This is an optimization exercise on Yosys and OpenROAD, whose aim is small area, a short achievable clock period and few clock cycles per item, not a production implementation. The RTL was checked by simulation tests, not by an equivalence proof against the original design.

==> flow/design.v <==
module tight_classifier #(
    parameter PAL_CAP = 32,              
    parameter IW      = 5,               
    parameter CW      = 16               
) (
    input  wire              clk,
    input  wire              rst,           
    input  wire              start,
    input  wire [CW-1:0]     npix,          
    input  wire [8:0]        max_colors,    
    output wire              start_ready,
    input  wire              pix_valid,
    input  wire [23:0]       pix_data,
    output wire              pix_ready,
    output reg               done,
    output reg  [2:0]        kind,
    output wire [23:0]       color0,        
    output wire [23:0]       color1,        
    output wire [CW-1:0]     count0,
    output wire [CW-1:0]     count1,
    output wire [IW:0]       ncolors,       
    input  wire [IW-1:0]     rd_idx,
    output wire [23:0]       rd_color,
    output wire [CW-1:0]     rd_count
);
    localparam K_EMPTY     = 3'd0;
    localparam K_SOLID     = 3'd1;
    localparam K_TWOCOLOR  = 3'd2;
    localparam K_PALETTE   = 3'd3;
    localparam K_TRUECOLOR = 3'd4;
    localparam ST_IDLE = 2'd0;
    localparam ST_PIX  = 2'd1;    
    localparam ST_FIN  = 2'd2;    
    reg [1:0]     state;
    reg [CW-1:0]  remaining;      
    reg [IW:0]    maxc;           
    reg           abandoned;
    reg [23:0]    col [0:PAL_CAP-1];
    reg [CW-1:0]  cnt [0:PAL_CAP-1];
    reg [IW:0]    nslots;         
    reg [IW:0]    nres;           
    reg           c0pos;          
    reg [PAL_CAP-1:0] tie;        
    reg           s2v;
    reg           s2new;
    reg [PAL_CAP-1:0] sel2;       
    reg [23:0]    p2;             
    assign start_ready = (state == ST_IDLE);
    assign pix_ready   = (state == ST_PIX);
    wire pix_take = pix_valid && (state == ST_PIX);
    wire do_ins   = pix_take && !abandoned;
    integer k;
    reg [PAL_CAP-1:0] valid;
    always @(*)
        for (k = 0; k < PAL_CAP; k = k + 1)
            valid[k] = (nslots > k);
    reg [CW-1:0]      c2;         
    reg [PAL_CAP-1:0] x, head, le, shift, cnt_we, hpos;
    reg [CW-1:0]      cprev;      
    wire              hitop = s2v && !s2new;
    wire              eq01  = tie[1];
    wire              fix   = s2v && s2new && sel2[2] && eq01 && c0pos;
    always @(*) begin
        c2 = {CW{1'b0}};
        for (k = 0; k < PAL_CAP; k = k + 1)
            c2 = c2 | (cnt[k] & {CW{sel2[k]}});
        if (s2new) c2 = {CW{1'b0}};
        for (k = 0; k < PAL_CAP; k = k + 1) begin
            le[k] = |(sel2 >> k);
            x[k]  = le[k] && !tie[k];
        end
        for (k = 0; k < PAL_CAP; k = k + 1) begin
            head[k] = x[k] && !(|(x >> (k + 1)));
        end
        for (k = 0; k < PAL_CAP; k = k + 1) begin
            shift[k]  = (hitop && le[k] && !x[k] && !(|(x >> (k + 1)))) || (fix && k == 1);
            cnt_we[k] = s2v && (s2new ? sel2[k] : head[k]);
            hpos[k]   = s2new ? sel2[k] : head[k];
        end
        cprev = {CW{1'b0}};
        for (k = 0; k < PAL_CAP - 1; k = k + 1)
            cprev = cprev | (cnt[k] & {CW{hpos[k+1]}});
    end
    wire tie_h = (cprev == c2 + 1'b1);
    wire [CW-1:0] c2_inc = c2 + 1'b1;
    wire [PAL_CAP-1:0] newpos = s2new ? sel2 : head;
    reg [PAL_CAP-1:0] m, m_rot, onehot_n;
    always @(*) begin
        for (k = 0; k < PAL_CAP; k = k + 1) begin
            m[k]        = valid[k] && (col[k] == pix_data);
            onehot_n[k] = (nres == k);
        end
        for (k = 0; k < PAL_CAP; k = k + 1) begin
            if (shift[k])
                m_rot[k] = m[(k == 0) ? 0 : k - 1];
            else if (hitop && head[k])
                m_rot[k] = 1'b0;          
            else if (fix && k == 0)
                m_rot[k] = m[1];
            else
                m_rot[k] = m[k];
        end
    end
    wire same   = s2v && (pix_data == p2);
    wire hit    = same || (|m);
    wire full   = (nres != 0) && (nres >= maxc);
    wire ab_now = do_ins && !hit && full;
    wire alloc  = do_ins && !hit && !full;
    always @(posedge clk) begin
        if (rst) begin
            state <= ST_IDLE;
            done  <= 1'b0;
            s2v   <= 1'b0;
        end else begin
            done <= 1'b0;
            s2v  <= do_ins && !ab_now;
            if (alloc)
                nres <= nres + 1'b1;
            if (ab_now)
                abandoned <= 1'b1;
            if (s2v && s2new)
                nslots <= nslots + 1'b1;
            case (state)
            ST_IDLE: begin
                if (start) begin
                    remaining <= npix;
                    maxc      <= (max_colors > PAL_CAP) ? PAL_CAP[IW:0] : max_colors[IW:0];
                    nres      <= 0;
                    nslots    <= 0;
                    abandoned <= 1'b0;
                    if (npix == 0) begin
                        done <= 1'b1;
                        kind <= K_EMPTY;
                    end else begin
                        state <= ST_PIX;
                    end
                end
            end
            ST_PIX: begin
                if (pix_take) begin
                    remaining <= remaining - 1'b1;
                    if (remaining == 1)
                        state <= ST_FIN;
                end
            end
            default: begin
                done  <= 1'b1;
                if (abandoned)      kind <= K_TRUECOLOR;
                else if (nres == 1) kind <= K_SOLID;
                else if (nres == 2) kind <= K_TWOCOLOR;
                else                kind <= K_PALETTE;
                state <= ST_IDLE;
            end
            endcase
        end
    end
    always @(posedge clk) begin
        sel2  <= (!rst && do_ins && !ab_now) ?
                 (same ? newpos : (hit ? m_rot : onehot_n)) : {PAL_CAP{1'b0}};
        s2new <= !hit;
        p2    <= pix_data;
        for (k = 0; k < PAL_CAP; k = k + 1) begin
            if (cnt_we[k])
                cnt[k] <= c2_inc;
            if (k == 0) begin
                if (fix)
                    col[0] <= col[1];
                else if (cnt_we[0])
                    col[0] <= p2;
            end else begin
                if (shift[k])
                    col[k] <= col[(k == 0) ? 0 : k - 1];
                else if (cnt_we[k])
                    col[k] <= p2;
            end
        end
        if (s2v)
            for (k = 1; k < PAL_CAP; k = k + 1) begin
                if (hpos[k])
                    tie[k] <= tie_h;
                else if (hpos[k-1])
                    tie[k] <= 1'b0;
            end
        tie[0] <= 1'b0;
        if (s2v && s2new && sel2[0])
            c0pos <= 1'b0;
        else if (hitop && head[0] && sel2[1])
            c0pos <= !c0pos;
    end
    wire swap = (kind == K_TWOCOLOR) && eq01 && c0pos;
    assign color0  = swap ? col[1] : col[0];
    assign color1  = swap ? col[0] : col[1];
    assign count0  = cnt[0];
    assign count1  = cnt[1];
    assign ncolors = nres;
    assign rd_color = col[rd_idx];
    assign rd_count = cnt[rd_idx];
endmodule
make LEC_CHECK=0 CAP_MARGIN=20 CORE_MARGIN=2 CORE_UTILIZATION=30 SETUP_SLACK_MARGIN=4.0 SLEW_MARGIN=20 finish   # period 10.0 ns
run.sh (not shown) runs the stock make flow with config.mk's settings and CLKGATE_MAP_FILE= SYNTH_SCRIPT=/design/flow/synth_recipe.tcl, a recipe that flattens the netlist after the stock synthesis.
Testbench counts at the start, summed over its fixed seeds: cycles 467,251, pixels 466,131.
Next try:
--- a/flow/design.v
+++ b/flow/design.v
@@ -38,11 +38,10 @@
     reg [23:0]    col [0:PAL_CAP-1];
     reg [CW-1:0]  cnt [0:PAL_CAP-1];
     reg [IW:0]    nslots;         
     reg [IW:0]    nres;           
     reg           c0pos;          
-    reg [PAL_CAP-1:0] tie;        
     reg           s2v;
     reg           s2new;
     reg [PAL_CAP-1:0] sel2;       
     reg [23:0]    p2;             
     assign start_ready = (state == ST_IDLE);
@@ -53,38 +52,36 @@
     reg [PAL_CAP-1:0] valid;
     always @(*)
         for (k = 0; k < PAL_CAP; k = k + 1)
             valid[k] = (nslots > k);
     reg [CW-1:0]      c2;         
-    reg [PAL_CAP-1:0] x, head, le, shift, cnt_we, hpos;
-    reg [CW-1:0]      cprev;      
+    reg [23:0]        col_j;      
+    reg [PAL_CAP-1:0] eq, head, le, shift, cnt_we;
     wire              hitop = s2v && !s2new;
-    wire              eq01  = tie[1];
+    wire              eq01  = (cnt[0] == cnt[1]);
     wire              fix   = s2v && s2new && sel2[2] && eq01 && c0pos;
     always @(*) begin
-        c2 = {CW{1'b0}};
+        c2    = {CW{1'b0}};
+        col_j = 24'd0;
+        for (k = 0; k < PAL_CAP; k = k + 1) begin
+            c2    = c2    | (cnt[k] & {CW{sel2[k]}});
+            col_j = col_j | (col[k] & {24{sel2[k]}});
+        end
+        if (s2new) c2 = {CW{1'b0}};
         for (k = 0; k < PAL_CAP; k = k + 1)
-            c2 = c2 | (cnt[k] & {CW{sel2[k]}});
-        if (s2new) c2 = {CW{1'b0}};
+            eq[k] = valid[k] && (cnt[k] == c2);
         for (k = 0; k < PAL_CAP; k = k + 1) begin
-            le[k] = |(sel2 >> k);
-            x[k]  = le[k] && !tie[k];
+            head[k] = eq[k] && ((k == 0) ? 1'b1 : !eq[(k == 0) ? 0 : k - 1]);
+            le[k]   = |(sel2 >> k);
         end
         for (k = 0; k < PAL_CAP; k = k + 1) begin
-            head[k] = x[k] && !(|(x >> (k + 1)));
+            shift[k]  = (hitop && eq[k] && !head[k] && le[k]) || (fix && k == 1);
+            cnt_we[k] = s2v && (s2new ? sel2[k] : head[k]);
         end
-        for (k = 0; k < PAL_CAP; k = k + 1) begin
-            shift[k]  = (hitop && le[k] && !x[k] && !(|(x >> (k + 1)))) || (fix && k == 1);
-            cnt_we[k] = s2v && (s2new ? sel2[k] : head[k]);
-            hpos[k]   = s2new ? sel2[k] : head[k];
-        end
-        cprev = {CW{1'b0}};
-        for (k = 0; k < PAL_CAP - 1; k = k + 1)
-            cprev = cprev | (cnt[k] & {CW{hpos[k+1]}});
     end
-    wire tie_h = (cprev == c2 + 1'b1);
     wire [CW-1:0] c2_inc = c2 + 1'b1;
+    wire [23:0]   bcast  = s2new ? p2 : col_j;
     wire [PAL_CAP-1:0] newpos = s2new ? sel2 : head;
     reg [PAL_CAP-1:0] m, m_rot, onehot_n;
     always @(*) begin
         for (k = 0; k < PAL_CAP; k = k + 1) begin
             m[k]        = valid[k] && (col[k] == pix_data);
@@ -164,26 +161,18 @@
                 cnt[k] <= c2_inc;
             if (k == 0) begin
                 if (fix)
                     col[0] <= col[1];
                 else if (cnt_we[0])
-                    col[0] <= p2;
+                    col[0] <= bcast;
             end else begin
                 if (shift[k])
                     col[k] <= col[(k == 0) ? 0 : k - 1];
                 else if (cnt_we[k])
-                    col[k] <= p2;
+                    col[k] <= bcast;
             end
         end
-        if (s2v)
-            for (k = 1; k < PAL_CAP; k = k + 1) begin
-                if (hpos[k])
-                    tie[k] <= tie_h;
-                else if (hpos[k-1])
-                    tie[k] <= 1'b0;
-            end
-        tie[0] <= 1'b0;
         if (s2v && s2new && sel2[0])
             c0pos <= 1'b0;
         else if (hitop && head[0] && sel2[1])
             c0pos <= !c0pos;
     end
The new run failed in global routing.
Synthesized cell count is higher by about a fifth.
Synthesized area is higher by a few percent.
Testbench counts after the change, summed over its fixed seeds: cycles 467,251, pixels 466,131.

## port drivers added, routing unchanged
In the flow no input, the clock included, has a driving cell. The finished layout below was timed again as built, in two steps. Step 1, drivers: a clkbuf_16 drives clk and a buf_2 each remaining input, both assumed. Step 2 adds t to the input delays and takes it off the output delays; t is the mean of the earliest and latest rising clock arrival at the registers after step 1. Input paths then give back, and output paths get back, about the clock's delay inside the block. Three values: ideal ports, drivers, drivers and shift; two values: the first two.
run: the first run
shift t [ns]: 1.006
setup WS [ns]: 3.649 / 3.467 / 2.821
cell pins on the clock port's net: 1
After both steps setup and hold are still met in the first run. For the first run, drivers alone change the setup slack by -0.182 ns; drivers and shift together by -0.828 ns.
